Source: an optimization exercise on an open RTL-to-GDS flow (aim: small area, a short achievable clock period and few clock cycles). Production flows keep margins and buffers that such runs may drop. In this exercise RTL edits were held to simulation tests only and were not proved equivalent to the original. Power figures rest on the tool's default switching activity, not on a simulated workload.

// ice_rx
module ice_rx (
    input  wire        clk,
    input  wire        rst,
    input  wire        in_valid,
    input  wire [7:0]  in_data,
    output wire        in_ready,
    output reg         bit_valid,
    output reg         bit_data,
    output wire        pay_valid,
    output wire [7:0]  pay_data,
    output reg         res_valid,
    output wire [1:0]  res_tag,
    output wire [3:0]  res_code,
    output wire [16:0] res_count,
    output wire [7:0]  res_f0,
    output wire [7:0]  res_f1,
    output wire [7:0]  res_f2,
    output wire [7:0]  res_f3,
    output wire [7:0]  res_f4,
    output wire [7:0]  res_decl
);
    localparam [1:0] TAG_UNREC = 2'd0, TAG_GOC = 2'd1, TAG_EIN = 2'd2, TAG_MBUS = 2'd3;
    localparam [1:0] P_IDLE = 2'd0, P_LEN_HI = 2'd1, P_LEN_LO = 2'd2, P_BODY = 2'd3;
    function [15:0] crc16_byte;
        input [15:0] c;
        input [7:0]  b;
        integer i;
        reg [15:0] x;
        begin
            x = c ^ {b, 8'h00};
            for (i = 0; i < 8; i = i + 1)
                x = x[15] ? ({x[14:0], 1'b0} ^ 16'h1021) : {x[14:0], 1'b0};
            crc16_byte = x;
  ...
Size: about 130 flip-flops.
export LEC_CHECK = 0
export CAP_MARGIN = 20
export CORE_MARGIN = 2
export CORE_UTILIZATION = 60
export PLACE_DENSITY = 0.7
export SETUP_SLACK_MARGIN = 4.1
export SLEW_MARGIN = 20
create_clock -name core_clock -period 6.5 [get_ports {clk}]
standard.sh (not shown) runs the stock make flow with config.mk's settings and CLKGATE_MAP_FILE= SYNTH_SCRIPT=/design/flow/synth_recipe.tcl, a recipe that flattens the netlist after the stock synthesis.
==> flow/flow/run.sh <==
#!/bin/bash
set -euo pipefail
bash standard.sh \
  "BUFFER_PORTS_ARGS=-buffer_cell sky130_fd_sc_hd__buf_1" \
  "MATCH_CELL_FOOTPRINT=0" \
  "CTS_ARGS=-sink_clustering_enable -repair_clock_nets -dont_use_dummy_load -sink_clustering_size 30 -sink_clustering_max_diameter 60 -buf_list sky130_fd_sc_hd__clkbuf_8" \
  finish > standard.log 2>&1
Testbench counts at the start, summed over its fixed seeds: cycles 66,736.
Rerun with:
==> flow/flow/run.sh (replaced) <==
#!/bin/bash
set -euo pipefail
bash standard.sh \
  "BUFFER_PORTS_ARGS=-buffer_cell sky130_fd_sc_hd__buf_1" \
  "MATCH_CELL_FOOTPRINT=0" \
  "CTS_ARGS=-sink_clustering_enable -repair_clock_nets -dont_use_dummy_load -sink_clustering_size 30 -sink_clustering_max_diameter 60 -buf_list sky130_fd_sc_hd__clkbuf_4 -root_buf sky130_fd_sc_hd__clkbuf_16" \
  finish > standard.log 2>&1
- SETUP_SLACK_MARGIN: 4.1 -> 4.0
After rerunning: Setup slack loses 0.050 ns. Count of clock-buffer cells in the layout is unchanged. Flip-flop and latch count does not change. Wire length came out lower by about 4%. Synthesized cell count stays the same. Via count came out lower by 1.2%. Non-clock buffer count came out lower by 10. Clock power came out lower by about 23%.
Rerun with:
==> flow/flow/run.sh (replaced) <==
#!/bin/bash
set -euo pipefail
bash standard.sh \
  "BUFFER_PORTS_ARGS=-buffer_cell sky130_fd_sc_hd__buf_1" \
  "MATCH_CELL_FOOTPRINT=0" \
  "CTS_ARGS=-sink_clustering_enable -repair_clock_nets -dont_use_dummy_load -sink_clustering_size 30 -sink_clustering_max_diameter 60 -buf_list {sky130_fd_sc_hd__clkbuf_4 sky130_fd_sc_hd__clkbuf_8} -root_buf sky130_fd_sc_hd__clkbuf_16" \
  finish > standard.log 2>&1
- SETUP_SLACK_MARGIN: 4.0 -> 4.2
The new run completed without violations.
Cell area went up by 11%.
Sequential power falls by about 0.5%.
Non-clock buffer count increases by 55.
Synthesized area stays the same.
Final cell count increases by 6.3%.
Register-to-register slack gains 0.02 ns.
Wire length went up by 12%.
Utilization goes up by 8.0 points.
Worst setup slack gains 0.019 ns.
Rerun with:
==> flow/flow/run.sh (replaced) <==
#!/bin/bash
set -euo pipefail
bash standard.sh \
  "BUFFER_PORTS_ARGS=-buffer_cell sky130_fd_sc_hd__buf_1" \
  "MATCH_CELL_FOOTPRINT=0" \
  "CTS_ARGS=-sink_clustering_enable -repair_clock_nets -dont_use_dummy_load -sink_clustering_size 30 -sink_clustering_max_diameter 60 -buf_list sky130_fd_sc_hd__clkbuf_4 -root_buf sky130_fd_sc_hd__clkbuf_16" \
  finish > standard.log 2>&1
- CORE_UTILIZATION: 60 -> 70
- PLACE_DENSITY: 0.7 -> 0.8
- SETUP_SLACK_MARGIN: 4.2 -> 4.1
What happened: The changed run completed with no timing, DRC or antenna violations. Utilization goes up by 5.9 points. Routed wire length came out lower by 11%. Worst setup slack gains 0.029 ns.
Rerun with:
==> flow/flow/run.sh (replaced) <==
#!/bin/bash
set -euo pipefail
bash standard.sh \
  "BUFFER_PORTS_ARGS=-buffer_cell sky130_fd_sc_hd__buf_1" \
  "MATCH_CELL_FOOTPRINT=0" \
  "CTS_ARGS=-sink_clustering_enable -repair_clock_nets -dont_use_dummy_load -sink_clustering_size 30 -sink_clustering_max_diameter 60 -buf_list sky130_fd_sc_hd__clkbuf_8" \
  finish > standard.log 2>&1
- CORE_UTILIZATION: 70 -> 60
- PLACE_DENSITY: 0.8 -> 0.7
- SETUP_SLACK_MARGIN: 4.1 -> 4.0
Global-route usage drops by 4.7 points.
Worst setup slack loses 0.055 ns.
Design area drops by 1.6%.
Synthesized area stays the same.
Power climbs by about 7%.

afterwards: timing with drivers on the ports:
The flow's constraints put no driver on any port. The routed layouts listed below were extracted and timed again, unchanged, in two steps. Step 1 assumes that a clkbuf_16 drives the clock port and a buf_2 every other input. Step 2 moves the port delays by t, midway between the first and last clock arrival at a register: inputs arrive t later, outputs are due t later. That takes back most of the time a late clock gives input paths. Slacks: no drivers / after step 1 / after step 2; pairs: no drivers / after step 1.
| run | shift t [ns] | slack for setup (ns) | worst setup path at the end |
|---|---|---|---|
| the first run | 0.478 | 4.039 / 4.003 / 4.049 | register to register |
| the second run | 0.397 | 3.989 / 3.989 / 3.988 | input to register |
| the third run | 0.406 | 4.009 / 3.969 / 3.959 | input to register |
| the fourth run | 0.386 | 4.037 / 4.037 / 4.005 | input to register |
| the fifth run | 0.483 | 3.983 / 3.983 / 3.954 | input to register |
After both steps every run listed still meets setup and hold. For the third run, which loses most, drivers alone change the setup slack by -0.040 ns; drivers and shift together by -0.050 ns.
